What follows belongs to an exercise in optimizing a design on an open flow for small area; a production flow would make more cautious choices. Function was checked by simulation only, so behaviour that the tests miss may differ from the original. No activity file was given, so power comes from the tool's default toggle rates.

run 1:
==> flow/design.v (excerpt) <==
module rdm630_core (
    input  wire         clk,
    input  wire         rst,         
    input  wire         rx_valid,
    input  wire [7:0]   rx_data,
    output wire         rx_ready,
    input  wire         eval,
    output wire         res_valid,
    output wire [1:0]   res,
    output wire         fvalid,
    output wire [111:0] frame,
    output wire         xst,
    output wire [39:0]  card,
    output wire [7:0]   csum,
    output wire [7:0]   p6
);
    localparam integer FRAME_LEN = 14;
    reg [4:0]   cursor;                  
    reg         in_frame;
    reg         pfx_ok;                  
    reg [111:0] sr;                      
    reg [111:0] frame_q;                 
    reg         fvalid_q;
    assign rx_ready = ~cursor[4] & ~rst;
    wire rx_fire  = rx_valid & rx_ready;
    wire is_start = (rx_data == 8'h02);
    wire is_end   = (rx_data == 8'h03);
    wire is_hex   = ((rx_data[7:4] == 4'h3) & (rx_data[3:0] <= 4'h9)) |
                    ((rx_data[7:4] == 4'h4) & (rx_data[3:0] >= 4'h1) &
                                              (rx_data[3:0] <= 4'h6));
    wire start  = rx_fire & is_start;
    wire append = rx_fire & in_frame & ~is_start;
    wire take   = start | append;        
    wire at13 = (cursor == 5'd13);
    wire at14 = (cursor == 5'd14);
    wire ge14 = (cursor[4] | (cursor[3:1] == 3'b111));
    wire ge15 = (cursor[4] | (cursor[3:0] == 4'hF));
    wire [4:0] cursor_rx   = start ? 5'd1 : append ? cursor + 5'd1 : cursor;
    wire       in_frame_rx = start | (in_frame & ~(rx_fire & is_end));
    wire       ok_rx       = start | (pfx_ok & ~(append & ~(at13 ? is_end : is_hex)));
  ...
Size: roughly 740 cells after synthesis, ~190 I/O pins, roughly 8700 sq um of cells after synthesis.
==> flow/config.mk <==
export PLATFORM = sky130hd
export DESIGN_NAME = rdm630_core
export DESIGN_NICKNAME = rdm630_core
export VERILOG_FILES = /design/flow/design.v
export SDC_FILE = /design/flow/constraint.sdc
export NUM_CORES = 4
export LEC_CHECK = 0
export ABC_AREA = 1
export CAP_MARGIN = 20
export CORE_MARGIN = 2
export CORE_UTILIZATION = 65
export SLEW_MARGIN = 20
==> flow/constraint.sdc <==
create_clock -name core_clock -period 10.0 [get_ports {clk}]
set_input_delay 2.0000 -clock core_clock [delete_from_list [all_inputs] [get_ports {clk}]]
set_output_delay 2.0000 -clock core_clock [all_outputs]
set_load 0.01 [all_outputs]
standard.sh (not shown) runs the stock make flow with config.mk's settings and CLKGATE_MAP_FILE= SYNTH_SCRIPT=/design/flow/synth_recipe.tcl, a recipe that flattens the netlist after the stock synthesis.
==> flow/flow/run.sh <==
#!/bin/bash
# Standard ORFS layout, except:
#  * the port buffers are made from the smallest buffer cell instead of the
#    one buffer_ports picks by default;
#  * clock tree synthesis clusters more sinks per leaf buffer and adds no
#    dummy loads.
set -euo pipefail
bash standard.sh \
  "BUFFER_PORTS_ARGS=-buffer_cell sky130_fd_sc_hd__buf_1" \
  "CTS_ARGS=-sink_clustering_enable -repair_clock_nets -dont_use_dummy_load -sink_clustering_size 30 -sink_clustering_max_diameter 80 -buf_list {sky130_fd_sc_hd__clkbuf_8 sky130_fd_sc_hd__clkbuf_16}" \
  finish > flow_orfs.log 2>&1
The flow did not stop early for run 1: all stages ran, and the layout cleared the timing, DRC and antenna checks.
[inputs] run 2 vs run 1
Settings: CORE_UTILIZATION: 65 -> 40; ABC_AREA: 1 -> unset.
==> flow/run.sh (new file) <==
#!/bin/bash
# synth_recipe.tcl (not shown) runs the flow's synth.tcl, then flattens the netlist and writes it again
# the make line also repeats each setting of config.mk as NAME=value (left out here)
make -C /OpenROAD-flow-scripts/flow DESIGN_CONFIG=/design/flow/config.mk WORK_HOME=/design/flow/orfs CLKGATE_MAP_FILE= SYNTH_SCRIPT=/design/flow/synth_recipe.tcl finish
removed: flow/flow/run.sh
removed: flow/standard.sh
## What came out
Note that the maximum frequency recorded for run 1 amounts to 1.2 times the value seen in run 2.
Comparing run 1 against run 2, there is no change at all in number of antenna violations at the first check in global routing.
Run 2 ends up with lower global routing met2 resource utilization than run 1 does.
The number of unique standard cell types used by synthesis in run 2 is 1.5 times that in run 1.
Number of cells on the critical path, run 2 and run 1: higher on run 1
On run 2: share of the yosys chip area belonging to registers is 1.6 points higher than what run 1 gave.
Run 2 vs. run 1: count of clock-buffer cells in the layout went up by 27.
Largest net degree at the start of global routing delta for run 2 relative to run 1: 57 lower
Run 2 vs run 1: final critical-path required period up in run 2
Reported for run 2 and run 1, non-clock buffer count turned out identical to the last digit.
Relative to run 2, the following input files were edited for run 3:
Settings: putting CTS_BUF_LIST at sky130_fd_sc_hd__clkbuf_4 sky130_fd_sc_hd__clkbuf_8 where nothing was set.
==> flow/flow/run.sh (new file) <==
#!/bin/bash
# Standard ORFS layout, with the port buffers made from the smallest buffer
# cell instead of the one buffer_ports picks by default.
set -euo pipefail
bash standard.sh "BUFFER_PORTS_ARGS=-buffer_cell sky130_fd_sc_hd__buf_1" finish > flow_orfs.log 2>&1
==> flow/standard.sh (new file) <==
#!/bin/bash
# synth_recipe.tcl (not shown) runs the flow's synth.tcl, then flattens the netlist and writes it again
# the make line also repeats each setting of config.mk as NAME=value (left out here)
make -C /OpenROAD-flow-scripts/flow DESIGN_CONFIG=/design/flow/config.mk WORK_HOME=/design/flow/orfs CLKGATE_MAP_FILE= SYNTH_SCRIPT=/design/flow/synth_recipe.tcl "${@:-finish}"
removed: flow/run.sh
- Run 3 vs run 2 — total leakage power dropped by a little under 10%
- Of run 3 and run 2, the run reporting the higher global-route usage was run 2.
- As far as critical path depth goes, run 3 and run 2 are indistinguishable; the numbers are identical.
- Portion of total power attributed to sequential cells across run 3 and run 2: no real change.
- Changes observed in run 3 relative to run 2: first-pass GRT wire length went down by 4.1%; total of plain and repair buffers excluding clock buffers shows no meaningful change; highest cell delay on the worst timing path decreased by 0.06 ns relative to the old numbers.
- The total power on run 2 is in line with that on run 3.
- Delta (run 3 minus run 2): internal power component moved down; routing usage on met1 moved down; total met3 wirelength after detailed routing picked up an extra 100 um.
Relative to run 3, the following input files were edited for run 4:
Settings: setting ABC_AREA to 1 for the first time; changing CORE_UTILIZATION from 40 to 65; removing CTS_BUF_LIST (formerly sky130_fd_sc_hd__clkbuf_4 sky130_fd_sc_hd__clkbuf_8).
==> flow/flow/run.sh <==
#!/bin/bash
# Standard ORFS layout, except:
#  * the port buffers are made from the smallest buffer cell instead of the
#    one buffer_ports picks by default;
#  * clock tree synthesis clusters more sinks per leaf buffer and adds no
#    dummy loads.
set -euo pipefail
bash standard.sh \
  "BUFFER_PORTS_ARGS=-buffer_cell sky130_fd_sc_hd__buf_1" \
  "CTS_ARGS=-sink_clustering_enable -repair_clock_nets -dont_use_dummy_load -sink_clustering_size 20 -sink_clustering_max_diameter 60 -buf_list {sky130_fd_sc_hd__clkbuf_4 sky130_fd_sc_hd__clkbuf_8}" \
  finish > flow_orfs.log 2>&1
## What came out
Summary of the comparison: post-place setup slack is higher in run 4, relative to run 3. Diff run 3 and run 4: critical path depth higher in run 4. What run 4 reported for total of fill cells in the finished design has to be multiplied by 1.9 to get the figure for run 3.

==> static timing again, ports no longer ideal <==
The flow's constraints put no driver on any port. The routed layouts listed below were extracted and timed again, unchanged, in two steps.
Step 1 (the two cells are an assumption about what drives the block):
set clk [get_ports {clk}]
set_driving_cell -lib_cell sky130_fd_sc_hd__clkbuf_16 $clk
set_driving_cell -lib_cell sky130_fd_sc_hd__buf_2 [delete_from_list [all_inputs] $clk]
Step 2 times the ports against the registers' clock, not the clock port: input delays grow and output delays shrink by t, the midpoint of the rising clock arrivals with the driver on.
Slacks: ideal / step 1 / step 2; pairs: ideal / step 1.
run	t, ns	setup slack, ns	hold WS [ns]	worst setup path after step 2	worst slew at a driven data input, ns
run 1	0.483	4.696 / 4.675 / 4.675	0.472 / 0.472 / 0.472	input to output	0.03
run 2	0.540	3.554 / 3.531 / 3.531	0.457 / 0.457 / 0.457	input to output	0.04
run 3	0.550	4.352 / 4.333 / 4.333	0.456 / 0.456 / 0.456	input to output	0.03
run 4	0.499	4.702 / 4.681 / 4.681	0.458 / 0.458 / 0.458	input to output	0.03
After both steps every run listed still meets setup and hold. The setup slack of run 2, which loses most, moves by -0.023 ns with the drivers and by -0.023 ns with both steps.
